This design comes from an exercise in tuning for small area on the open sky130 flow, not from production work.
The RTL was checked by simulation tests, not by an equivalence proof against the original design.

==> flow/design.v <==
module pp_core (
    input  wire         clk,
    input  wire         rst,
    input  wire         cmd_valid,
    output wire         cmd_ready,
    input  wire [3:0]   cmd_code,
    input  wire [271:0] cmd_arg,
    output reg          rsp_valid,
    output reg  [1:0]   rsp_status,
    output wire [65:0]  rsp_data,
    output reg          tx_open_req,
    input  wire         tx_open_ack,
    input  wire         tx_open_ok,
    output reg          tx_wr_valid,
    output wire [31:0]  tx_wr_data,
    input  wire         tx_done,
    input  wire         tx_fail,
    output reg          tx_close,
    output wire [1:0]   phase,
    output wire [2:0]   err,
    output wire [1:0]   dstate
);
    localparam C_PARH   = 4'h1, C_PAR32 = 4'h2, C_ENCW  = 4'h3, C_TOBYTES = 4'h4,
               C_COUNT  = 4'h5, C_CMASK = 4'h6, C_PACKH = 4'h7, C_PACKB   = 4'h8,
               C_ENCPAT = 4'h9, C_LOAD  = 4'hA, C_START = 4'hB, C_LEN     = 4'hC,
               C_GET    = 4'hD, C_TICK  = 4'hE, C_STOP  = 4'hF;
    localparam PH_BUILD = 2'd0, PH_PLAY = 2'd1, PH_STOPPED = 2'd2, PH_HALT = 2'd3;
    localparam ST_OK = 2'd0, ST_REFUSED = 2'd1, ST_ERROR = 2'd2;
    localparam E_NONE = 3'd0, E_CONFIG = 3'd1, E_OPEN = 3'd2, E_WRITE = 3'd3, E_INDEX = 3'd4;
    reg  [511:0] cat;
    reg  [6:0]  cat_len;
    reg  [5:0]  cursor;
    reg  [1:0]  cnt_hi;               
    reg  [1:0]  cnt_lo;               
    reg  [1:0]  phase_r;
    reg  [2:0]  err_r;
    reg         stop_req;
    reg         wr_hdr;               
    reg         wr_body;              
    reg         open_wait;            
    reg  [31:0] rw;                   
    reg  [7:0]  rc;                   
    reg         f_low;                
    reg         f_ent;                
    reg         f_tick;               
    assign phase  = phase_r;
    assign err    = err_r;
    assign dstate = cnt_hi;
    wire busy = wr_hdr | wr_body;
    assign cmd_ready = !rst && !open_wait && (!busy || cmd_code == C_STOP);
    wire   accept    = cmd_valid && cmd_ready;
    wire [31:0] w = cmd_arg[31:0];
    wire        p_lo = ^w[15:0];
    wire        p_hi = ^w[31:16];
    wire        p_w  = p_lo ^ p_hi;
    wire [8:0]  count;
    pp_popcnt u_pop (.s(cmd_arg[255:0]), .c(count));
    wire [3:0]  code_eff = busy ? C_TICK : cmd_code;
    wire        sel_cur = code_eff[3] & code_eff[2] & code_eff[1];
    wire        sel_pp  = code_eff[0] & ~code_eff[2];
    wire [15:0] pm = sel_cur ? {10'd0, cursor} : sel_pp ? cmd_arg[271:256] : cmd_arg[15:0];
    wire [2:0]  m3oh;
    wire        id_par;
    pp_mod3 u_m3 (.p(pm), .oh(m3oh), .par8(id_par));
    wire [8:0]  mask = {{3{m3oh[2]}}, {3{m3oh[1]}}, {3{m3oh[0]}}};
    wire [31:0] body = {pm[7:0], mask, 14'd0, ~id_par};
    wire [5:0]  slot;
    wire [6:0]  sc;
    pp_ha a_s0 (.a(cat_len[0]), .b(~pm[0]), .s(slot[0]), .co(sc[1]));
    genvar gi;
    generate
        for (gi = 1; gi < 6; gi = gi + 1) begin : g_slot
            pp_fa a_s (.a(cat_len[gi]), .b(~pm[gi]), .c(sc[gi]), .s(slot[gi]), .co(sc[gi+1]));
        end
    endgenerate
    wire        slot_neg = ~(cat_len[6] | sc[6]);
    wire [7:0]  rd;
    pp_rdmux u_rd (.d(cat), .a(slot), .q(rd));
    wire        get_bad = slot_neg | (|cmd_arg[15:6]);
    wire [1:0]  cnt_lo_nx = (cnt_lo == 2'd2) ? 2'd0 : cnt_lo + 2'd1;
    wire [1:0]  cnt_hi_nx = (cnt_lo != 2'd2) ? cnt_hi : (cnt_hi == 2'd2) ? 2'd0 : cnt_hi + 2'd1;
    wire [5:0]  cursor_inc;
    wire [5:0]  cic;
    assign cursor_inc[0] = ~cursor[0];
    assign cic[1] = cursor[0];
    generate
        for (gi = 1; gi < 5; gi = gi + 1) begin : g_cinc
            pp_ha a_c (.a(cursor[gi]), .b(cic[gi]), .s(cursor_inc[gi]), .co(cic[gi+1]));
        end
    endgenerate
    assign cursor_inc[5] = cursor[5] ^ cic[5];
    wire [5:0]  cursor_nx = (slot == 6'd0) ? 6'd0 : cursor_inc;
    wire [6:0]  len_inc;
    wire [6:0]  lic;
    assign len_inc[0] = ~cat_len[0];
    assign lic[1] = cat_len[0];
    generate
        for (gi = 1; gi < 6; gi = gi + 1) begin : g_linc
            pp_ha a_l (.a(cat_len[gi]), .b(lic[gi]), .s(len_inc[gi]), .co(lic[gi+1]));
        end
    endgenerate
    assign len_inc[6] = cat_len[6] ^ lic[6];
    reg [31:0] rw_nx;
    always @* begin
        case (code_eff)
            C_PARH:    rw_nx = {30'd0, p_hi, p_lo};
            C_PAR32:   rw_nx = {31'd0, p_w};
            C_ENCW:    rw_nx = {w[31:1], w[0] ^ p_w};
            C_TOBYTES: rw_nx = w;
            C_COUNT:   rw_nx = {23'd0, count};
            C_CMASK:   rw_nx = {23'd0, mask};
            C_PACKH:   rw_nx = {4'hF, cmd_arg[7:0], 20'h42000};
            C_PACKB:   rw_nx = {cmd_arg[7:0], cmd_arg[16:8], 15'd0};
            C_LOAD:    rw_nx = {25'd0, cat_len[6] ? 7'd1 : cat_len};
            C_START:   rw_nx = {29'd0, E_CONFIG};
            C_LEN:     rw_nx = {25'd0, cat_len};
            C_GET:     rw_nx = get_bad ? {29'd0, E_INDEX} : body;
            default:   rw_nx = body;              
        endcase
    end
    wire [31:0] hdr = {4'hF, rc, 20'h42000} | {31'd0, ^rc};
    wire [31:0] tbody = rw & 32'hFFFF8001;
    assign rsp_data = ({66{f_low}}  & {34'd0, rw})
                    | ({66{f_ent}}  & {2'd0, hdr, 32'd0})
                    | ({66{f_tick}} & {hdr, tbody, cnt_hi});
    assign tx_wr_data = wr_body ? tbody : hdr;
    always @(posedge clk) begin
        rw <= open_wait ? {29'd0, E_OPEN} : rw_nx;
        rc <= code_eff[2] ? rd : count[7:0];
    end
    always @(posedge clk) begin
        f_low  <= 1'b0;
        f_ent  <= 1'b0;
        f_tick <= 1'b0;
        if (open_wait) begin
            f_low <= !tx_open_ok;
        end else if (accept) begin
            case (cmd_code)
                C_PARH, C_PAR32, C_ENCW, C_TOBYTES, C_COUNT, C_CMASK, C_PACKH, C_PACKB, C_LEN:
                    f_low <= 1'b1;
                C_ENCPAT: begin
                    f_low <= 1'b1;
                    f_ent <= 1'b1;
                end
                C_LOAD:  f_low <= phase_r == PH_BUILD;
                C_START: f_low <= phase_r == PH_BUILD && cat_len == 7'd0;
                C_GET: begin
                    f_low <= 1'b1;
                    f_ent <= !get_bad;
                end
                C_TICK:  f_tick <= phase_r == PH_PLAY && !stop_req;
                default: ;
            endcase
        end
    end
    always @(posedge clk) begin
        rsp_status <= ST_OK;
        if (rst) begin
            cat_len     <= 7'd0;
            cursor      <= 6'd0;
            cnt_hi      <= 2'd0;
            cnt_lo      <= 2'd0;
            phase_r     <= PH_BUILD;
            err_r       <= E_NONE;
            stop_req    <= 1'b0;
            wr_hdr      <= 1'b0;
            wr_body     <= 1'b0;
            open_wait   <= 1'b0;
            rsp_valid   <= 1'b0;
            tx_open_req <= 1'b0;
            tx_wr_valid <= 1'b0;
            tx_close    <= 1'b0;
        end else begin
            rsp_valid   <= 1'b0;
            tx_open_req <= 1'b0;
            tx_wr_valid <= 1'b0;
            tx_close    <= 1'b0;
            if (open_wait) begin
                if (tx_open_ack) begin
                    open_wait <= 1'b0;
                    rsp_valid <= 1'b1;
                    if (tx_open_ok) begin
                        cursor     <= 6'd0;
                        cnt_hi     <= 2'd0;
                        cnt_lo     <= 2'd0;
                        phase_r    <= PH_PLAY;
                        rsp_status <= ST_OK;
                    end else begin
                        if (err_r == E_NONE) err_r <= E_OPEN;
                        phase_r    <= PH_HALT;
                        rsp_status <= ST_ERROR;
                    end
                end
            end else if (busy) begin
                if (tx_done) begin
                    wr_hdr  <= 1'b0;
                    wr_body <= 1'b0;
                    if (wr_body) cursor <= cursor_nx;
                    if (tx_fail) begin
                        if (err_r == E_NONE) err_r <= E_WRITE;
                        tx_close <= 1'b1;           
                        phase_r  <= PH_HALT;
                    end else if (wr_hdr) begin
                        tx_wr_valid <= 1'b1;
                        wr_body     <= 1'b1;
                    end
                end
            end
            if (accept) begin
                rsp_valid  <= 1'b1;
                rsp_status <= ST_OK;
                case (cmd_code)
                    C_LOAD: begin
                        if (phase_r != PH_BUILD) begin
                            rsp_status <= ST_REFUSED;
                        end else if (cat_len[6]) begin
                            if (err_r == E_NONE) err_r <= E_CONFIG;
                            phase_r    <= PH_HALT;
                            rsp_status <= ST_ERROR;
                        end else begin
                            cat_len <= len_inc;
                        end
                    end
                    C_START: begin
                        if (phase_r != PH_BUILD) begin
                            rsp_status <= ST_REFUSED;
                        end else if (cat_len == 7'd0) begin
                            if (err_r == E_NONE) err_r <= E_CONFIG;
                            phase_r    <= PH_HALT;
                            rsp_status <= ST_ERROR;
                        end else begin
                            rsp_valid   <= 1'b0;
                            tx_open_req <= 1'b1;
                            open_wait   <= 1'b1;
                        end
                    end
                    C_GET: begin
                        if (get_bad) begin
                            if (err_r == E_NONE) err_r <= E_INDEX;
                            if (phase_r == PH_PLAY) tx_close <= 1'b1;
                            phase_r    <= PH_HALT;
                            rsp_status <= ST_ERROR;
                        end
                    end
                    C_TICK: begin
                        if (phase_r != PH_PLAY) begin
                            rsp_status <= ST_REFUSED;
                        end else if (stop_req) begin
                            tx_close <= 1'b1;
                            phase_r  <= PH_STOPPED;
                        end else begin
                            cnt_hi      <= cnt_hi_nx;
                            cnt_lo      <= cnt_lo_nx;
                            tx_wr_valid <= 1'b1;
                            wr_hdr      <= 1'b1;
                        end
                    end
                    C_STOP:    stop_req <= 1'b1;
                    4'h0:      rsp_status <= ST_REFUSED;    
                    default: ;
                endcase
            end
        end
    end
    always @(posedge clk) begin
        if (!rst && accept && cmd_code == C_LOAD && phase_r == PH_BUILD && !cat_len[6])
            cat <= {cat[503:0], count[7:0]};
    end
endmodule
module pp_rdmux (input wire [511:0] d, input wire [5:0] a, output wire [7:0] q);
    wire [7:0] col = 8'd1 << a[2:0];
    wire [7:0] row = 8'd1 << a[5:3];
    genvar h, b, l;
    generate
        for (b = 0; b < 8; b = b + 1) begin : g_bit
            wire [7:0] grp;
            for (h = 0; h < 8; h = h + 1) begin : g_grp
                wire [7:0] dd;
                for (l = 0; l < 8; l = l + 1) begin : g_l
                    assign dd[l] = d[64*h + 8*l + b];
                end
                pp_ao8 u_g (.d(dd), .s(col), .q(grp[h]));
            end
            pp_ao8 u_r (.d(grp), .s(row), .q(q[b]));
        end
    endgenerate
endmodule
module pp_ao8 (input wire [7:0] d, input wire [7:0] s, output wire q);
    wire n0, n1;
    pp_aoi222 u0 (.a(d[2:0]), .s(s[2:0]), .y(n0));
    pp_aoi222 u1 (.a(d[5:3]), .s(s[5:3]), .y(n1));
    assign q = ~(n0 & n1) | (d[6] & s[6]) | (d[7] & s[7]);
endmodule
module pp_aoi222 (input wire [2:0] a, input wire [2:0] s, output wire y);
    assign y = ~((a[0] & s[0]) | (a[1] & s[1]) | (a[2] & s[2]));
endmodule
module pp_mod3 (input wire [15:0] p, output wire [2:0] oh, output wire par8);
    wire s1a, c1a, s1b, c1b, s2a, c2a, s2b, c2b;
    pp_fa f0 (.a(p[0]),  .b(p[2]),  .c(p[4]),  .s(s1a), .co(c1a));
    pp_fa f1 (.a(p[8]),  .b(p[10]), .c(p[12]), .s(s1b), .co(c1b));
    pp_fa f2 (.a(p[1]),  .b(p[3]),  .c(p[5]),  .s(s2a), .co(c2a));
    pp_fa f3 (.a(p[9]),  .b(p[11]), .c(p[13]), .s(s2b), .co(c2b));
    assign par8 = s1a ^ s2a ^ p[6] ^ p[7];
    wire x1, y1, x2, y2, z1, t1, z2, t2;
    pp_fa f4 (.a(s1a), .b(s1b), .c(p[6]), .s(x1), .co(y1));
    pp_fa f5 (.a(p[14]), .b(c2a), .c(c2b), .s(x2), .co(y2));
    pp_fa f6 (.a(c1a), .b(c1b), .c(s2a), .s(z1), .co(t1));
    pp_fa f7 (.a(s2b), .b(p[7]), .c(p[15]), .s(z2), .co(t2));
    wire u1, v1, u2, v2;
    pp_fa f8 (.a(x1), .b(x2), .c(t1), .s(u1), .co(v1));
    pp_fa f9 (.a(y1), .b(y2), .c(z1), .s(u2), .co(v2));
    wire a, b, c, d;
    pp_fa f10 (.a(u1), .b(t2), .c(v2), .s(a), .co(b));
    pp_fa f11 (.a(v1), .b(u2), .c(z2), .s(c), .co(d));
    wire e, f, g, h;
    pp_ha h0 (.a(a), .b(d), .s(e), .co(f));
    pp_fa f12 (.a(b), .b(c), .c(f), .s(g), .co(h));
    assign oh[0] = (~e & ~h & ~g) | ((e ^ h) & g);
    assign oh[1] = ((e ^ h) & ~g) | (e & h & g);
    assign oh[2] = (e & h & ~g) | (~e & ~h & g);
endmodule
module pp_popcnt (input wire [255:0] s, output wire [8:0] c);
  wire n257, n258;
  pp_fa un257 (.a(s[0]), .b(s[1]), .c(s[2]), .s(n257), .co(n258));
  wire n259, n260;
  pp_fa un259 (.a(s[3]), .b(s[4]), .c(s[5]), .s(n259), .co(n260));
  wire n261, n262;
  pp_fa un261 (.a(s[6]), .b(s[7]), .c(s[8]), .s(n261), .co(n262));
  wire n263, n264;
  pp_fa un263 (.a(s[9]), .b(s[10]), .c(s[11]), .s(n263), .co(n264));
  wire n265, n266;
  pp_fa un265 (.a(s[12]), .b(s[13]), .c(s[14]), .s(n265), .co(n266));
  wire n267, n268;
  pp_fa un267 (.a(s[15]), .b(s[16]), .c(s[17]), .s(n267), .co(n268));
  wire n269, n270;
  pp_fa un269 (.a(s[18]), .b(s[19]), .c(s[20]), .s(n269), .co(n270));
  wire n271, n272;
  pp_fa un271 (.a(s[21]), .b(s[22]), .c(s[23]), .s(n271), .co(n272));
  wire n273, n274;
  pp_fa un273 (.a(s[24]), .b(s[25]), .c(s[26]), .s(n273), .co(n274));
  wire n275, n276;
  pp_fa un275 (.a(s[27]), .b(s[28]), .c(s[29]), .s(n275), .co(n276));
  wire n277, n278;
  pp_fa un277 (.a(s[30]), .b(s[31]), .c(s[32]), .s(n277), .co(n278));
  wire n279, n280;
  pp_fa un279 (.a(s[33]), .b(s[34]), .c(s[35]), .s(n279), .co(n280));
  wire n281, n282;
  pp_fa un281 (.a(s[36]), .b(s[37]), .c(s[38]), .s(n281), .co(n282));
  wire n283, n284;
  pp_fa un283 (.a(s[39]), .b(s[40]), .c(s[41]), .s(n283), .co(n284));
  wire n285, n286;
  pp_fa un285 (.a(s[42]), .b(s[43]), .c(s[44]), .s(n285), .co(n286));
  wire n287, n288;
  pp_fa un287 (.a(s[45]), .b(s[46]), .c(s[47]), .s(n287), .co(n288));
  wire n289, n290;
  pp_fa un289 (.a(s[48]), .b(s[49]), .c(s[50]), .s(n289), .co(n290));
  wire n291, n292;
  pp_fa un291 (.a(s[51]), .b(s[52]), .c(s[53]), .s(n291), .co(n292));
  wire n293, n294;
  pp_fa un293 (.a(s[54]), .b(s[55]), .c(s[56]), .s(n293), .co(n294));
  wire n295, n296;
  pp_fa un295 (.a(s[57]), .b(s[58]), .c(s[59]), .s(n295), .co(n296));
  wire n297, n298;
  pp_fa un297 (.a(s[60]), .b(s[61]), .c(s[62]), .s(n297), .co(n298));
  wire n299, n300;
  pp_fa un299 (.a(s[63]), .b(s[64]), .c(s[65]), .s(n299), .co(n300));
  wire n301, n302;
  pp_fa un301 (.a(s[66]), .b(s[67]), .c(s[68]), .s(n301), .co(n302));
  wire n303, n304;
  pp_fa un303 (.a(s[69]), .b(s[70]), .c(s[71]), .s(n303), .co(n304));
  wire n305, n306;
  pp_fa un305 (.a(s[72]), .b(s[73]), .c(s[74]), .s(n305), .co(n306));
  wire n307, n308;
  pp_fa un307 (.a(s[75]), .b(s[76]), .c(s[77]), .s(n307), .co(n308));
  wire n309, n310;
  pp_fa un309 (.a(s[78]), .b(s[79]), .c(s[80]), .s(n309), .co(n310));
  wire n311, n312;
  pp_fa un311 (.a(s[81]), .b(s[82]), .c(s[83]), .s(n311), .co(n312));
  wire n313, n314;
  pp_fa un313 (.a(s[84]), .b(s[85]), .c(s[86]), .s(n313), .co(n314));
  wire n315, n316;
  pp_fa un315 (.a(s[87]), .b(s[88]), .c(s[89]), .s(n315), .co(n316));
  wire n317, n318;
  pp_fa un317 (.a(s[90]), .b(s[91]), .c(s[92]), .s(n317), .co(n318));
  wire n319, n320;
  pp_fa un319 (.a(s[93]), .b(s[94]), .c(s[95]), .s(n319), .co(n320));
  wire n321, n322;
  pp_fa un321 (.a(s[96]), .b(s[97]), .c(s[98]), .s(n321), .co(n322));
  wire n323, n324;
  pp_fa un323 (.a(s[99]), .b(s[100]), .c(s[101]), .s(n323), .co(n324));
  wire n325, n326;
  pp_fa un325 (.a(s[102]), .b(s[103]), .c(s[104]), .s(n325), .co(n326));
  wire n327, n328;
  pp_fa un327 (.a(s[105]), .b(s[106]), .c(s[107]), .s(n327), .co(n328));
  wire n329, n330;
  pp_fa un329 (.a(s[108]), .b(s[109]), .c(s[110]), .s(n329), .co(n330));
  wire n331, n332;
  pp_fa un331 (.a(s[111]), .b(s[112]), .c(s[113]), .s(n331), .co(n332));
  wire n333, n334;
  pp_fa un333 (.a(s[114]), .b(s[115]), .c(s[116]), .s(n333), .co(n334));
  wire n335, n336;
  pp_fa un335 (.a(s[117]), .b(s[118]), .c(s[119]), .s(n335), .co(n336));
  wire n337, n338;
  pp_fa un337 (.a(s[120]), .b(s[121]), .c(s[122]), .s(n337), .co(n338));
  wire n339, n340;
  pp_fa un339 (.a(s[123]), .b(s[124]), .c(s[125]), .s(n339), .co(n340));
  wire n341, n342;
  pp_fa un341 (.a(s[126]), .b(s[127]), .c(s[128]), .s(n341), .co(n342));
  wire n343, n344;
  pp_fa un343 (.a(s[129]), .b(s[130]), .c(s[131]), .s(n343), .co(n344));
  wire n345, n346;
  pp_fa un345 (.a(s[132]), .b(s[133]), .c(s[134]), .s(n345), .co(n346));
  wire n347, n348;
  pp_fa un347 (.a(s[135]), .b(s[136]), .c(s[137]), .s(n347), .co(n348));
  wire n349, n350;
  pp_fa un349 (.a(s[138]), .b(s[139]), .c(s[140]), .s(n349), .co(n350));
  wire n351, n352;
  pp_fa un351 (.a(s[141]), .b(s[142]), .c(s[143]), .s(n351), .co(n352));
  wire n353, n354;
  pp_fa un353 (.a(s[144]), .b(s[145]), .c(s[146]), .s(n353), .co(n354));
  wire n355, n356;
  pp_fa un355 (.a(s[147]), .b(s[148]), .c(s[149]), .s(n355), .co(n356));
  wire n357, n358;
  pp_fa un357 (.a(s[150]), .b(s[151]), .c(s[152]), .s(n357), .co(n358));
  wire n359, n360;
  pp_fa un359 (.a(s[153]), .b(s[154]), .c(s[155]), .s(n359), .co(n360));
  wire n361, n362;
  pp_fa un361 (.a(s[156]), .b(s[157]), .c(s[158]), .s(n361), .co(n362));
  wire n363, n364;
  pp_fa un363 (.a(s[159]), .b(s[160]), .c(s[161]), .s(n363), .co(n364));
  wire n365, n366;
  pp_fa un365 (.a(s[162]), .b(s[163]), .c(s[164]), .s(n365), .co(n366));
  wire n367, n368;
  pp_fa un367 (.a(s[165]), .b(s[166]), .c(s[167]), .s(n367), .co(n368));
  wire n369, n370;
  pp_fa un369 (.a(s[168]), .b(s[169]), .c(s[170]), .s(n369), .co(n370));
  wire n371, n372;
  pp_fa un371 (.a(s[171]), .b(s[172]), .c(s[173]), .s(n371), .co(n372));
  wire n373, n374;
  pp_fa un373 (.a(s[174]), .b(s[175]), .c(s[176]), .s(n373), .co(n374));
  wire n375, n376;
  pp_fa un375 (.a(s[177]), .b(s[178]), .c(s[179]), .s(n375), .co(n376));
  wire n377, n378;
  pp_fa un377 (.a(s[180]), .b(s[181]), .c(s[182]), .s(n377), .co(n378));
  wire n379, n380;
  pp_fa un379 (.a(s[183]), .b(s[184]), .c(s[185]), .s(n379), .co(n380));
  wire n381, n382;
  pp_fa un381 (.a(s[186]), .b(s[187]), .c(s[188]), .s(n381), .co(n382));
  wire n383, n384;
  pp_fa un383 (.a(s[189]), .b(s[190]), .c(s[191]), .s(n383), .co(n384));
  wire n385, n386;
  pp_fa un385 (.a(s[192]), .b(s[193]), .c(s[194]), .s(n385), .co(n386));
  wire n387, n388;
  pp_fa un387 (.a(s[195]), .b(s[196]), .c(s[197]), .s(n387), .co(n388));
  wire n389, n390;
  pp_fa un389 (.a(s[198]), .b(s[199]), .c(s[200]), .s(n389), .co(n390));
  wire n391, n392;
  pp_fa un391 (.a(s[201]), .b(s[202]), .c(s[203]), .s(n391), .co(n392));
  wire n393, n394;
  pp_fa un393 (.a(s[204]), .b(s[205]), .c(s[206]), .s(n393), .co(n394));
  wire n395, n396;
  pp_fa un395 (.a(s[207]), .b(s[208]), .c(s[209]), .s(n395), .co(n396));
  wire n397, n398;
  pp_fa un397 (.a(s[210]), .b(s[211]), .c(s[212]), .s(n397), .co(n398));
  wire n399, n400;
  pp_fa un399 (.a(s[213]), .b(s[214]), .c(s[215]), .s(n399), .co(n400));
  wire n401, n402;
  pp_fa un401 (.a(s[216]), .b(s[217]), .c(s[218]), .s(n401), .co(n402));
  wire n403, n404;
  pp_fa un403 (.a(s[219]), .b(s[220]), .c(s[221]), .s(n403), .co(n404));
  wire n405, n406;
  pp_fa un405 (.a(s[222]), .b(s[223]), .c(s[224]), .s(n405), .co(n406));
  wire n407, n408;
  pp_fa un407 (.a(s[225]), .b(s[226]), .c(s[227]), .s(n407), .co(n408));
  wire n409, n410;
  pp_fa un409 (.a(s[228]), .b(s[229]), .c(s[230]), .s(n409), .co(n410));
  wire n411, n412;
  pp_fa un411 (.a(s[231]), .b(s[232]), .c(s[233]), .s(n411), .co(n412));
  wire n413, n414;
  pp_fa un413 (.a(s[234]), .b(s[235]), .c(s[236]), .s(n413), .co(n414));
  wire n415, n416;
  pp_fa un415 (.a(s[237]), .b(s[238]), .c(s[239]), .s(n415), .co(n416));
  wire n417, n418;
  pp_fa un417 (.a(s[240]), .b(s[241]), .c(s[242]), .s(n417), .co(n418));
  wire n419, n420;
  pp_fa un419 (.a(s[243]), .b(s[244]), .c(s[245]), .s(n419), .co(n420));
  wire n421, n422;
  pp_fa un421 (.a(s[246]), .b(s[247]), .c(s[248]), .s(n421), .co(n422));
  wire n423, n424;
  pp_fa un423 (.a(s[249]), .b(s[250]), .c(s[251]), .s(n423), .co(n424));
  wire n425, n426;
  pp_fa un425 (.a(s[252]), .b(s[253]), .c(s[254]), .s(n425), .co(n426));
  wire n427, n428;
  pp_fa un427 (.a(s[255]), .b(n257), .c(n259), .s(n427), .co(n428));
  wire n429, n430;
  pp_fa un429 (.a(n261), .b(n263), .c(n265), .s(n429), .co(n430));
  wire n431, n432;
  pp_fa un431 (.a(n267), .b(n269), .c(n271), .s(n431), .co(n432));
  wire n433, n434;
  pp_fa un433 (.a(n273), .b(n275), .c(n277), .s(n433), .co(n434));
  wire n435, n436;
  pp_fa un435 (.a(n279), .b(n281), .c(n283), .s(n435), .co(n436));
  wire n437, n438;
  pp_fa un437 (.a(n285), .b(n287), .c(n289), .s(n437), .co(n438));
  wire n439, n440;
  pp_fa un439 (.a(n291), .b(n293), .c(n295), .s(n439), .co(n440));
  wire n441, n442;
  pp_fa un441 (.a(n297), .b(n299), .c(n301), .s(n441), .co(n442));
  wire n443, n444;
  pp_fa un443 (.a(n303), .b(n305), .c(n307), .s(n443), .co(n444));
  wire n445, n446;
  pp_fa un445 (.a(n309), .b(n311), .c(n313), .s(n445), .co(n446));
  wire n447, n448;
  pp_fa un447 (.a(n315), .b(n317), .c(n319), .s(n447), .co(n448));
  wire n449, n450;
  pp_fa un449 (.a(n321), .b(n323), .c(n325), .s(n449), .co(n450));
  wire n451, n452;
  pp_fa un451 (.a(n327), .b(n329), .c(n331), .s(n451), .co(n452));
  wire n453, n454;
  pp_fa un453 (.a(n333), .b(n335), .c(n337), .s(n453), .co(n454));
  wire n455, n456;
  pp_fa un455 (.a(n339), .b(n341), .c(n343), .s(n455), .co(n456));
  wire n457, n458;
  pp_fa un457 (.a(n345), .b(n347), .c(n349), .s(n457), .co(n458));
  wire n459, n460;
  pp_fa un459 (.a(n351), .b(n353), .c(n355), .s(n459), .co(n460));
  wire n461, n462;
  pp_fa un461 (.a(n357), .b(n359), .c(n361), .s(n461), .co(n462));
  wire n463, n464;
  pp_fa un463 (.a(n363), .b(n365), .c(n367), .s(n463), .co(n464));
  wire n465, n466;
  pp_fa un465 (.a(n369), .b(n371), .c(n373), .s(n465), .co(n466));
  wire n467, n468;
  pp_fa un467 (.a(n375), .b(n377), .c(n379), .s(n467), .co(n468));
  wire n469, n470;
  pp_fa un469 (.a(n381), .b(n383), .c(n385), .s(n469), .co(n470));
  wire n471, n472;
  pp_fa un471 (.a(n387), .b(n389), .c(n391), .s(n471), .co(n472));
  wire n473, n474;
  pp_fa un473 (.a(n393), .b(n395), .c(n397), .s(n473), .co(n474));
  wire n475, n476;
  pp_fa un475 (.a(n399), .b(n401), .c(n403), .s(n475), .co(n476));
  wire n477, n478;
  pp_fa un477 (.a(n405), .b(n407), .c(n409), .s(n477), .co(n478));
  wire n479, n480;
  pp_fa un479 (.a(n411), .b(n413), .c(n415), .s(n479), .co(n480));
  wire n481, n482;
  pp_fa un481 (.a(n417), .b(n419), .c(n421), .s(n481), .co(n482));
  wire n483, n484;
  pp_fa un483 (.a(n423), .b(n425), .c(n427), .s(n483), .co(n484));
  wire n485, n486;
  pp_fa un485 (.a(n429), .b(n431), .c(n433), .s(n485), .co(n486));
  wire n487, n488;
  pp_fa un487 (.a(n435), .b(n437), .c(n439), .s(n487), .co(n488));
  wire n489, n490;
  pp_fa un489 (.a(n441), .b(n443), .c(n445), .s(n489), .co(n490));
  wire n491, n492;
  pp_fa un491 (.a(n447), .b(n449), .c(n451), .s(n491), .co(n492));
  wire n493, n494;
  pp_fa un493 (.a(n453), .b(n455), .c(n457), .s(n493), .co(n494));
  wire n495, n496;
  pp_fa un495 (.a(n459), .b(n461), .c(n463), .s(n495), .co(n496));
  wire n497, n498;
  pp_fa un497 (.a(n465), .b(n467), .c(n469), .s(n497), .co(n498));
  wire n499, n500;
  pp_fa un499 (.a(n471), .b(n473), .c(n475), .s(n499), .co(n500));
  wire n501, n502;
  pp_fa un501 (.a(n477), .b(n479), .c(n481), .s(n501), .co(n502));
  wire n503, n504;
  pp_fa un503 (.a(n483), .b(n485), .c(n487), .s(n503), .co(n504));
  wire n505, n506;
  pp_fa un505 (.a(n489), .b(n491), .c(n493), .s(n505), .co(n506));
  wire n507, n508;
  pp_fa un507 (.a(n495), .b(n497), .c(n499), .s(n507), .co(n508));
  wire n509, n510;
  pp_fa un509 (.a(n501), .b(n503), .c(n505), .s(n509), .co(n510));
  wire n511, n512;
  pp_ha un511 (.a(n507), .b(n509), .s(n511), .co(n512));
  wire n513, n514;
  pp_fa un513 (.a(n258), .b(n260), .c(n262), .s(n513), .co(n514));
  wire n515, n516;
  pp_fa un515 (.a(n264), .b(n266), .c(n268), .s(n515), .co(n516));
  wire n517, n518;
  pp_fa un517 (.a(n270), .b(n272), .c(n274), .s(n517), .co(n518));
  wire n519, n520;
  pp_fa un519 (.a(n276), .b(n278), .c(n280), .s(n519), .co(n520));
  wire n521, n522;
  pp_fa un521 (.a(n282), .b(n284), .c(n286), .s(n521), .co(n522));
  wire n523, n524;
  pp_fa un523 (.a(n288), .b(n290), .c(n292), .s(n523), .co(n524));
  wire n525, n526;
  pp_fa un525 (.a(n294), .b(n296), .c(n298), .s(n525), .co(n526));
  wire n527, n528;
  pp_fa un527 (.a(n300), .b(n302), .c(n304), .s(n527), .co(n528));
  wire n529, n530;
  pp_fa un529 (.a(n306), .b(n308), .c(n310), .s(n529), .co(n530));
  wire n531, n532;
  pp_fa un531 (.a(n312), .b(n314), .c(n316), .s(n531), .co(n532));
  wire n533, n534;
  pp_fa un533 (.a(n318), .b(n320), .c(n322), .s(n533), .co(n534));
  wire n535, n536;
  pp_fa un535 (.a(n324), .b(n326), .c(n328), .s(n535), .co(n536));
  wire n537, n538;
  pp_fa un537 (.a(n330), .b(n332), .c(n334), .s(n537), .co(n538));
  wire n539, n540;
  pp_fa un539 (.a(n336), .b(n338), .c(n340), .s(n539), .co(n540));
  wire n541, n542;
  pp_fa un541 (.a(n342), .b(n344), .c(n346), .s(n541), .co(n542));
  wire n543, n544;
  pp_fa un543 (.a(n348), .b(n350), .c(n352), .s(n543), .co(n544));
  wire n545, n546;
  pp_fa un545 (.a(n354), .b(n356), .c(n358), .s(n545), .co(n546));
  wire n547, n548;
  pp_fa un547 (.a(n360), .b(n362), .c(n364), .s(n547), .co(n548));
  wire n549, n550;
  pp_fa un549 (.a(n366), .b(n368), .c(n370), .s(n549), .co(n550));
  wire n551, n552;
  pp_fa un551 (.a(n372), .b(n374), .c(n376), .s(n551), .co(n552));
  wire n553, n554;
  pp_fa un553 (.a(n378), .b(n380), .c(n382), .s(n553), .co(n554));
  wire n555, n556;
  pp_fa un555 (.a(n384), .b(n386), .c(n388), .s(n555), .co(n556));
  wire n557, n558;
  pp_fa un557 (.a(n390), .b(n392), .c(n394), .s(n557), .co(n558));
  wire n559, n560;
  pp_fa un559 (.a(n396), .b(n398), .c(n400), .s(n559), .co(n560));
  wire n561, n562;
  pp_fa un561 (.a(n402), .b(n404), .c(n406), .s(n561), .co(n562));
  wire n563, n564;
  pp_fa un563 (.a(n408), .b(n410), .c(n412), .s(n563), .co(n564));
  wire n565, n566;
  pp_fa un565 (.a(n414), .b(n416), .c(n418), .s(n565), .co(n566));
  wire n567, n568;
  pp_fa un567 (.a(n420), .b(n422), .c(n424), .s(n567), .co(n568));
  wire n569, n570;
  pp_fa un569 (.a(n426), .b(n428), .c(n430), .s(n569), .co(n570));
  wire n571, n572;
  pp_fa un571 (.a(n432), .b(n434), .c(n436), .s(n571), .co(n572));
  wire n573, n574;
  pp_fa un573 (.a(n438), .b(n440), .c(n442), .s(n573), .co(n574));
  wire n575, n576;
  pp_fa un575 (.a(n444), .b(n446), .c(n448), .s(n575), .co(n576));
  wire n577, n578;
  pp_fa un577 (.a(n450), .b(n452), .c(n454), .s(n577), .co(n578));
  wire n579, n580;
  pp_fa un579 (.a(n456), .b(n458), .c(n460), .s(n579), .co(n580));
  wire n581, n582;
  pp_fa un581 (.a(n462), .b(n464), .c(n466), .s(n581), .co(n582));
  wire n583, n584;
  pp_fa un583 (.a(n468), .b(n470), .c(n472), .s(n583), .co(n584));
  wire n585, n586;
  pp_fa un585 (.a(n474), .b(n476), .c(n478), .s(n585), .co(n586));
  wire n587, n588;
  pp_fa un587 (.a(n480), .b(n482), .c(n513), .s(n587), .co(n588));
  wire n589, n590;
  pp_fa un589 (.a(n515), .b(n517), .c(n519), .s(n589), .co(n590));
  wire n591, n592;
  pp_fa un591 (.a(n521), .b(n523), .c(n525), .s(n591), .co(n592));
  wire n593, n594;
  pp_fa un593 (.a(n527), .b(n529), .c(n531), .s(n593), .co(n594));
  wire n595, n596;
  pp_fa un595 (.a(n533), .b(n535), .c(n537), .s(n595), .co(n596));
  wire n597, n598;
  pp_fa un597 (.a(n539), .b(n541), .c(n543), .s(n597), .co(n598));
  wire n599, n600;
  pp_fa un599 (.a(n545), .b(n547), .c(n549), .s(n599), .co(n600));
  wire n601, n602;
  pp_fa un601 (.a(n551), .b(n553), .c(n555), .s(n601), .co(n602));
  wire n603, n604;
  pp_fa un603 (.a(n557), .b(n559), .c(n561), .s(n603), .co(n604));
  wire n605, n606;
  pp_fa un605 (.a(n563), .b(n565), .c(n567), .s(n605), .co(n606));
  wire n607, n608;
  pp_fa un607 (.a(n484), .b(n486), .c(n488), .s(n607), .co(n608));
  wire n609, n610;
  pp_fa un609 (.a(n490), .b(n492), .c(n494), .s(n609), .co(n610));
  wire n611, n612;
  pp_fa un611 (.a(n496), .b(n498), .c(n500), .s(n611), .co(n612));
  wire n613, n614;
  pp_fa un613 (.a(n502), .b(n569), .c(n571), .s(n613), .co(n614));
  wire n615, n616;
  pp_fa un615 (.a(n573), .b(n575), .c(n577), .s(n615), .co(n616));
  wire n617, n618;
  pp_fa un617 (.a(n579), .b(n581), .c(n583), .s(n617), .co(n618));
  wire n619, n620;
  pp_fa un619 (.a(n585), .b(n587), .c(n589), .s(n619), .co(n620));
  wire n621, n622;
  pp_fa un621 (.a(n591), .b(n593), .c(n595), .s(n621), .co(n622));
  wire n623, n624;
  pp_fa un623 (.a(n597), .b(n599), .c(n601), .s(n623), .co(n624));
  wire n625, n626;
  pp_fa un625 (.a(n603), .b(n605), .c(n607), .s(n625), .co(n626));
  wire n627, n628;
  pp_fa un627 (.a(n609), .b(n611), .c(n613), .s(n627), .co(n628));
  wire n629, n630;
  pp_fa un629 (.a(n615), .b(n617), .c(n619), .s(n629), .co(n630));
  wire n631, n632;
  pp_fa un631 (.a(n621), .b(n623), .c(n504), .s(n631), .co(n632));
  wire n633, n634;
  pp_fa un633 (.a(n506), .b(n508), .c(n510), .s(n633), .co(n634));
  wire n635, n636;
  pp_fa un635 (.a(n625), .b(n627), .c(n629), .s(n635), .co(n636));
  wire n637, n638;
  pp_fa un637 (.a(n631), .b(n512), .c(n633), .s(n637), .co(n638));
  wire n639, n640;
  pp_ha un639 (.a(n635), .b(n637), .s(n639), .co(n640));
  wire n641, n642;
  pp_fa un641 (.a(n514), .b(n516), .c(n518), .s(n641), .co(n642));
  wire n643, n644;
  pp_fa un643 (.a(n520), .b(n522), .c(n524), .s(n643), .co(n644));
  wire n645, n646;
  pp_fa un645 (.a(n526), .b(n528), .c(n530), .s(n645), .co(n646));
  wire n647, n648;
  pp_fa un647 (.a(n532), .b(n534), .c(n536), .s(n647), .co(n648));
  wire n649, n650;
  pp_fa un649 (.a(n538), .b(n540), .c(n542), .s(n649), .co(n650));
  wire n651, n652;
  pp_fa un651 (.a(n544), .b(n546), .c(n548), .s(n651), .co(n652));
  wire n653, n654;
  pp_fa un653 (.a(n550), .b(n552), .c(n554), .s(n653), .co(n654));
  wire n655, n656;
  pp_fa un655 (.a(n556), .b(n558), .c(n560), .s(n655), .co(n656));
  wire n657, n658;
  pp_fa un657 (.a(n562), .b(n564), .c(n566), .s(n657), .co(n658));
  wire n659, n660;
  pp_fa un659 (.a(n568), .b(n570), .c(n572), .s(n659), .co(n660));
  wire n661, n662;
  pp_fa un661 (.a(n574), .b(n576), .c(n578), .s(n661), .co(n662));
  wire n663, n664;
  pp_fa un663 (.a(n580), .b(n582), .c(n584), .s(n663), .co(n664));
  wire n665, n666;
  pp_fa un665 (.a(n586), .b(n588), .c(n590), .s(n665), .co(n666));
  wire n667, n668;
  pp_fa un667 (.a(n592), .b(n594), .c(n596), .s(n667), .co(n668));
  wire n669, n670;
  pp_fa un669 (.a(n598), .b(n600), .c(n602), .s(n669), .co(n670));
  wire n671, n672;
  pp_fa un671 (.a(n604), .b(n606), .c(n641), .s(n671), .co(n672));
  wire n673, n674;
  pp_fa un673 (.a(n643), .b(n645), .c(n647), .s(n673), .co(n674));
  wire n675, n676;
  pp_fa un675 (.a(n649), .b(n651), .c(n653), .s(n675), .co(n676));
  wire n677, n678;
  pp_fa un677 (.a(n655), .b(n657), .c(n659), .s(n677), .co(n678));
  wire n679, n680;
  pp_fa un679 (.a(n661), .b(n663), .c(n665), .s(n679), .co(n680));
  wire n681, n682;
  pp_fa un681 (.a(n667), .b(n669), .c(n671), .s(n681), .co(n682));
  wire n683, n684;
  pp_fa un683 (.a(n673), .b(n675), .c(n608), .s(n683), .co(n684));
  wire n685, n686;
  pp_fa un685 (.a(n610), .b(n612), .c(n614), .s(n685), .co(n686));
  wire n687, n688;
  pp_fa un687 (.a(n616), .b(n618), .c(n620), .s(n687), .co(n688));
  wire n689, n690;
  pp_fa un689 (.a(n622), .b(n624), .c(n626), .s(n689), .co(n690));
  wire n691, n692;
  pp_fa un691 (.a(n628), .b(n630), .c(n677), .s(n691), .co(n692));
  wire n693, n694;
  pp_fa un693 (.a(n679), .b(n681), .c(n632), .s(n693), .co(n694));
  wire n695, n696;
  pp_fa un695 (.a(n683), .b(n685), .c(n687), .s(n695), .co(n696));
  wire n697, n698;
  pp_fa un697 (.a(n634), .b(n636), .c(n689), .s(n697), .co(n698));
  wire n699, n700;
  pp_fa un699 (.a(n691), .b(n693), .c(n695), .s(n699), .co(n700));
  wire n701, n702;
  pp_fa un701 (.a(n638), .b(n697), .c(n699), .s(n701), .co(n702));
  wire n703, n704;
  pp_ha un703 (.a(n640), .b(n701), .s(n703), .co(n704));
  wire n705, n706;
  pp_fa un705 (.a(n642), .b(n644), .c(n646), .s(n705), .co(n706));
  wire n707, n708;
  pp_fa un707 (.a(n648), .b(n650), .c(n652), .s(n707), .co(n708));
  wire n709, n710;
  pp_fa un709 (.a(n654), .b(n656), .c(n658), .s(n709), .co(n710));
  wire n711, n712;
  pp_fa un711 (.a(n705), .b(n707), .c(n709), .s(n711), .co(n712));
  wire n713, n714;
  pp_fa un713 (.a(n660), .b(n662), .c(n664), .s(n713), .co(n714));
  wire n715, n716;
  pp_fa un715 (.a(n666), .b(n668), .c(n670), .s(n715), .co(n716));
  wire n717, n718;
  pp_fa un717 (.a(n672), .b(n674), .c(n676), .s(n717), .co(n718));
  wire n719, n720;
  pp_fa un719 (.a(n678), .b(n680), .c(n682), .s(n719), .co(n720));
  wire n721, n722;
  pp_fa un721 (.a(n711), .b(n713), .c(n715), .s(n721), .co(n722));
  wire n723, n724;
  pp_fa un723 (.a(n717), .b(n684), .c(n686), .s(n723), .co(n724));
  wire n725, n726;
  pp_fa un725 (.a(n688), .b(n690), .c(n692), .s(n725), .co(n726));
  wire n727, n728;
  pp_fa un727 (.a(n719), .b(n721), .c(n694), .s(n727), .co(n728));
  wire n729, n730;
  pp_fa un729 (.a(n696), .b(n723), .c(n698), .s(n729), .co(n730));
  wire n731, n732;
  pp_fa un731 (.a(n725), .b(n700), .c(n727), .s(n731), .co(n732));
  wire n733, n734;
  pp_fa un733 (.a(n729), .b(n702), .c(n731), .s(n733), .co(n734));
  wire n735, n736;
  pp_ha un735 (.a(n704), .b(n733), .s(n735), .co(n736));
  wire n737, n738;
  pp_fa un737 (.a(n706), .b(n708), .c(n710), .s(n737), .co(n738));
  wire n739, n740;
  pp_fa un739 (.a(n712), .b(n737), .c(n714), .s(n739), .co(n740));
  wire n741, n742;
  pp_fa un741 (.a(n716), .b(n718), .c(n720), .s(n741), .co(n742));
  wire n743, n744;
  pp_fa un743 (.a(n722), .b(n724), .c(n739), .s(n743), .co(n744));
  wire n745, n746;
  pp_fa un745 (.a(n726), .b(n741), .c(n728), .s(n745), .co(n746));
  wire n747, n748;
  pp_fa un747 (.a(n743), .b(n730), .c(n732), .s(n747), .co(n748));
  wire n749, n750;
  pp_fa un749 (.a(n745), .b(n734), .c(n747), .s(n749), .co(n750));
  wire n751, n752;
  pp_ha un751 (.a(n736), .b(n749), .s(n751), .co(n752));
  wire n753, n754;
  pp_fa un753 (.a(n738), .b(n740), .c(n742), .s(n753), .co(n754));
  wire n755, n756;
  pp_fa un755 (.a(n744), .b(n753), .c(n746), .s(n755), .co(n756));
  wire n757, n758;
  pp_fa un757 (.a(n748), .b(n755), .c(n750), .s(n757), .co(n758));
  wire n759, n760;
  pp_ha un759 (.a(n752), .b(n757), .s(n759), .co(n760));
  wire n761, n762;
  pp_fa un761 (.a(n754), .b(n756), .c(n758), .s(n761), .co(n762));
  wire n763, n764;
  pp_ha un763 (.a(n760), .b(n761), .s(n763), .co(n764));
  wire n765, n766;
  pp_ha un765 (.a(n762), .b(n764), .s(n765), .co(n766));
  assign c[0] = n511;
  assign c[1] = n639;
  assign c[2] = n703;
  assign c[3] = n735;
  assign c[4] = n751;
  assign c[5] = n759;
  assign c[6] = n763;
  assign c[7] = n765;
  assign c[8] = n766;
endmodule
module pp_fa (input wire a, input wire b, input wire c, output wire s, output wire co);
  assign s  = a ^ b ^ c;
  assign co = ~((~a & ~b) | (~a & ~c) | (~b & ~c));
endmodule
module pp_ha (input wire a, input wire b, output wire s, output wire co);
  assign s  = a ^ b;
  assign co = a & b;
endmodule
==> flow/flow/run.sh <==
#!/bin/bash
# The standard layout, with each port buffered by the smallest buffer
# (sky130_fd_sc_hd__buf_1) instead of the default clkdlybuf4s50_1.
set -euo pipefail
export BUFFER_PORTS_ARGS="-buffer_cell sky130_fd_sc_hd__buf_1"
bash standard.sh finish > flow_standard.log 2>&1
==> flow/standard.sh <==
#!/bin/bash
# synth_recipe.tcl (not shown) runs the flow's synth.tcl, then flattens the netlist and writes it again
# the make line also repeats each setting of config.mk as NAME=value (left out here)
make -C /OpenROAD-flow-scripts/flow DESIGN_CONFIG=/design/flow/config.mk WORK_HOME=/design/flow/orfs CLKGATE_MAP_FILE= SYNTH_SCRIPT=/design/flow/synth_recipe.tcl "${@:-finish}"
==> flow/config.mk <==
export PLATFORM = sky130hd
export DESIGN_NAME = pp_core
export DESIGN_NICKNAME = pp_core
export VERILOG_FILES = /design/flow/design.v
export SDC_FILE = /design/flow/constraint.sdc
export NUM_CORES = 4
export LEC_CHECK = 0
export CAP_MARGIN = 20
export CORE_MARGIN = 2
export CORE_UTILIZATION = 40
export CTS_CLUSTER_DIAMETER = 80
export CTS_CLUSTER_SIZE = 24
export PLACE_DENSITY = 0.6
export SLEW_MARGIN = 20
export SYNTH_HIERARCHICAL = 1
==> flow/constraint.sdc <==
create_clock -name core_clock -period 12.0 [get_ports {clk}]
set_input_delay 2.4000 -clock core_clock [delete_from_list [all_inputs] [get_ports {clk}]]
set_output_delay 2.4000 -clock core_clock [all_outputs]
set_load 0.01 [all_outputs]
==> results.sh <==
export IMPL_hp_class="flop to flop"
export IMPL_final_area_mm2=0.0317
export IMPL_fmax_mhz=112
export IMPL_gp_congestion=1.01
export IMPL_instances_no_fill=3045
export IMPL_worstPathArrival_ns=9.36
export IMPL_crit_chain="buf_1 -> fa_1 -> fa_1 -> fa_1 -> fa_1 -> fa_1 -> fa_1 -> fa_1 -> fa_1 -> fa_1 -> fa_1 -> fa_1 -> fa_1 -> ha_1 -> ha_1 -> a222oi_1 -> nor2_1"
export IMPL_dp_cells=3000
export IMPL_syn2layout_area_growth_pct=11.9
export IMPL_dieArea_mm2=0.0731
export IMPL_port_buffer_count=367
export IMPL_ctsHoldBuffers=0
export IMPL_synth_most_common_cell="edfxtp_1"
export IMPL_antenna_found_initial=1
export IMPL_clockRootBuffer="clkbuf_16"
export IMPL_cts_max_path_buffers=3
export IMPL_whs_ns=0.437
export IMPL_rsz0062_at_grt="no"
export IMPL_ys_types=63
export IMPL_io_pins=395
export IMPL_ys_seq_area_share_pct=59.5
export IMPL_drtAntennaViolNets=0
export IMPL_detailed_place_hpwl_mm=53.2
export IMPL_worstMarginPinSlew_ns=1.08
export IMPL_drt_initial_drc_count=2256
export IMPL_postSynthCellCount=1720
export IMPL_finClkSkew_ns=0.0341
export IMPL_drive_above_1_share_pct=5.37
export IMPL_synth_top_flop_cell="edfxtp_1"
export IMPL_route_vias_total=17600
export IMPL_start_kind="input port"
export IMPL_worst_path_most_repeated_cell="fa_1"
export IMPL_grt_pass1_wl_mm=116
export IMPL_num_rows=97
export IMPL_initial_core_util_pct=40.4
export IMPL_synthesis_area_mm2=0.0284
export IMPL_synth_area_leaders="edfxtp_1 (54%), fa_1 (19%), a222oi_1 (5.5%)"
export IMPL_clock_sinks=587
export IMPL_dieHeight_um=270
export IMPL_clk_latency_ns=0.63
export IMPL_slew_viol_final=0
export IMPL_yosysTopAreaCell="edfxtp_1"
export IMPL_drt_first_pass_iters=9
export IMPL_wl_per_cell_um=25.2
export IMPL_synth_edff_count=512
export IMPL_cts_buffers=30
export IMPL_period_share_pct=74.1
export IMPL_cts_tree="built"
export IMPL_min_period_ns=8.89
export IMPL_finalSetupViolCount=0
export IMPL_synth_top_area_share_pct=54.2
export IMPL_critPathKind="input port to flop"
export IMPL_synth_seq_cells=587
export IMPL_grt_pass1_vias=19000
export IMPL_synthArstFlopShare_pct=0
export IMPL_fin_nets=2667
export IMPL_totalWireLength_mm=76.6
export IMPL_worst_path_max_delay_cell="fa_1"
export IMPL_post_cts_buffers=0
export IMPL_worstPathRequired_ns=12.47
export IMPL_grt_max_degree=220
export IMPL_die_w_um=270
export IMPL_track_usage_pct=20.6
export IMPL_htreeDepth=1
export IMPL_end_kind="flop"
export IMPL_maxCapViolations=0
export IMPL_synth_common_cells="edfxtp_1 (512), fa_1 (265), a222oi_1 (157)"
export IMPL_clk_pin_slew_ns=0.10
export IMPL_cp_max_fo=7
export IMPL_design_core_area_mm2=0.0701
export IMPL_slew_headroom_pct=28.2
export IMPL_hold_viol_final=0
export IMPL_route_detailed_drc=0
export IMPL_grt_overflow_total=0
export IMPL_vias_per_cell=5.78
export IMPL_outcome="timing/DRC/antenna clean"
export IMPL_ys_warn_count=7
export IMPL_post_dp_cell_area_mm2=0.0308
export IMPL_synth_avg_cell_area_um2=16.5
export IMPL_ctsResizeCount=0
export IMPL_critPathMaxStageDelay_ns=0.56
[worst paths after layout]
check,slack [ns],startpoint,depth (start not counted),end
worst max register to register,5.13,wr_body,20,rw[0]
worst min register to register,0.44,cat[117],0,cat[125]
worst max-delay path,3.11,cmd_arg[0],17,rw[7]
worst min-delay path,0.44,cat[117],0,cat[125]
[per-module statistics from Yosys, one instance, submodules excluded]
module | flops+latches | cells inside | cell area, um2 | times used
pp_fa | 0 | 1 | 20.0 | 265
pp_mod3 | 0 | 10 | 92.6 | 1
pp_popcnt | 0 | 9 | 67.6 | 1
pp_core | 587 | 1113 | 20200 | 1
pp_rdmux | 0 | 16 | 130 | 1
pp_aoi222 | 0 | 1 | 10.0 | 144
pp_ao8 | 0 | 2 | 12.5 | 72
pp_ha | 0 | 1 | 12.5 | 19
[flip-flops by register name, indices dropped and copies added, names as in the netlist, 2 cells and up]
register	flops
rsp_status	2
rc	8
phase_r	2
cursor	6
cat_len	7
err_r	3
cnt_hi	2
rw	32
cnt_lo	2
cat	512
[cells in the final DEF (no fill, tap or decap), types with 25 or more instances in the layout]
master and instances:
edfxtp_1 512, buf_1 367, fa_1 265, a222oi_1 157, nand3_1 83, a22oi_1 78, dfxtp_1 72, a21oi_1 67
nand2_1 66, nor2_1 45, xnor2_1 30, clkbuf_16 30, conb_1 27, inv_1 26, ha_1 26, a22o_1 25
[metal layers]
metal | up-vias | part of all wire, % | track usage, %
met2 | 802 | 50 | 35.3
met1 | 9185 | 42 | 28.4
met4 | 0 | 1.8 | 3.68
met5 | - | 0 | 0
met3 | 79 | 6.7 | 2.89
li1 | 7541 | - | -
[worst max-delay path, delay by kind of cell]
family	cells	cell delay, ns
compound gates	1	0.26
fa+ha+maj	14	6.14
buf+inv	1	0.47
simple gates	1	0.07
[cell type report]
| type | instances | area, um2 |
|---|---|---|
| Fill cell | 6376 | 38400 |
| Sequential cell | 587 | 16900 |
| Multi-Input combinational cell | 1056 | 11100 |
| Timing Repair Buffer | 392 | 1610 |
| Tap cell | 940 | 1180 |
| Clock buffer | 34 | 766 |
| Clock inverter | 9 | 128 |
| Inverter | 26 | 97.6 |
| Antenna cell | 1 | 2.50 |
[logic make-up (layout without fill, tap and decap cells)]
logic type	after synthesis	count (layout)	synth area share, %
buffers and inverters	103	461	2.00
adder cells (fa/ha/maj)	291	291	19.8
other	1	28	0.0132
flip-flops	587	587	59.5
XOR/XNOR	38	38	1.22
AO/OA/AOI/OAI	376	376	10.8
AND/OR/NAND/NOR	299	299	5.69
multiplexers	25	25	0.970
[metrics by stage]
stage	util, %	setup TNS [ns]	setup WS, ns
2_1_floorplan	-	-3918.99	-7.65
3_3_place_gp	43.9	0	2.55
3_5_place_dp	43.9	0	2.45
4_1_cts	45.2	0	3.11
5_1_grt	45.3	0	2.95
6_report	45.3	0	3.11

[afterwards: timing with drivers on the ports]
The flow's constraints put no driver on any port. The routed layout listed below was extracted and timed again, unchanged, in two steps.
Step 1 sets driving cells, clkbuf_16 on the clock port and buf_2 on the other inputs (assumed; they add their load-dependent delay and slew).
Step 2 also shifts input and output timing later by t, the mid clock arrival at the registers, as if the neighbouring blocks saw the same clock.
Slacks: ideal ports / drivers / drivers and shift; pairs: ideal ports / drivers.
shift t [ns]: 0.673
slack for setup (ns): 3.110 / 3.149 / 2.476
hold WS [ns]: 0.437 / 0.437 / 0.437
worst setup path at the end: input to register
slew at the worst register clock pin (ns): 0.10 / 0.10
After both steps this run still meets setup and hold. The setup slack of this run moves by +0.039 ns with the drivers and by -0.634 ns with both steps.
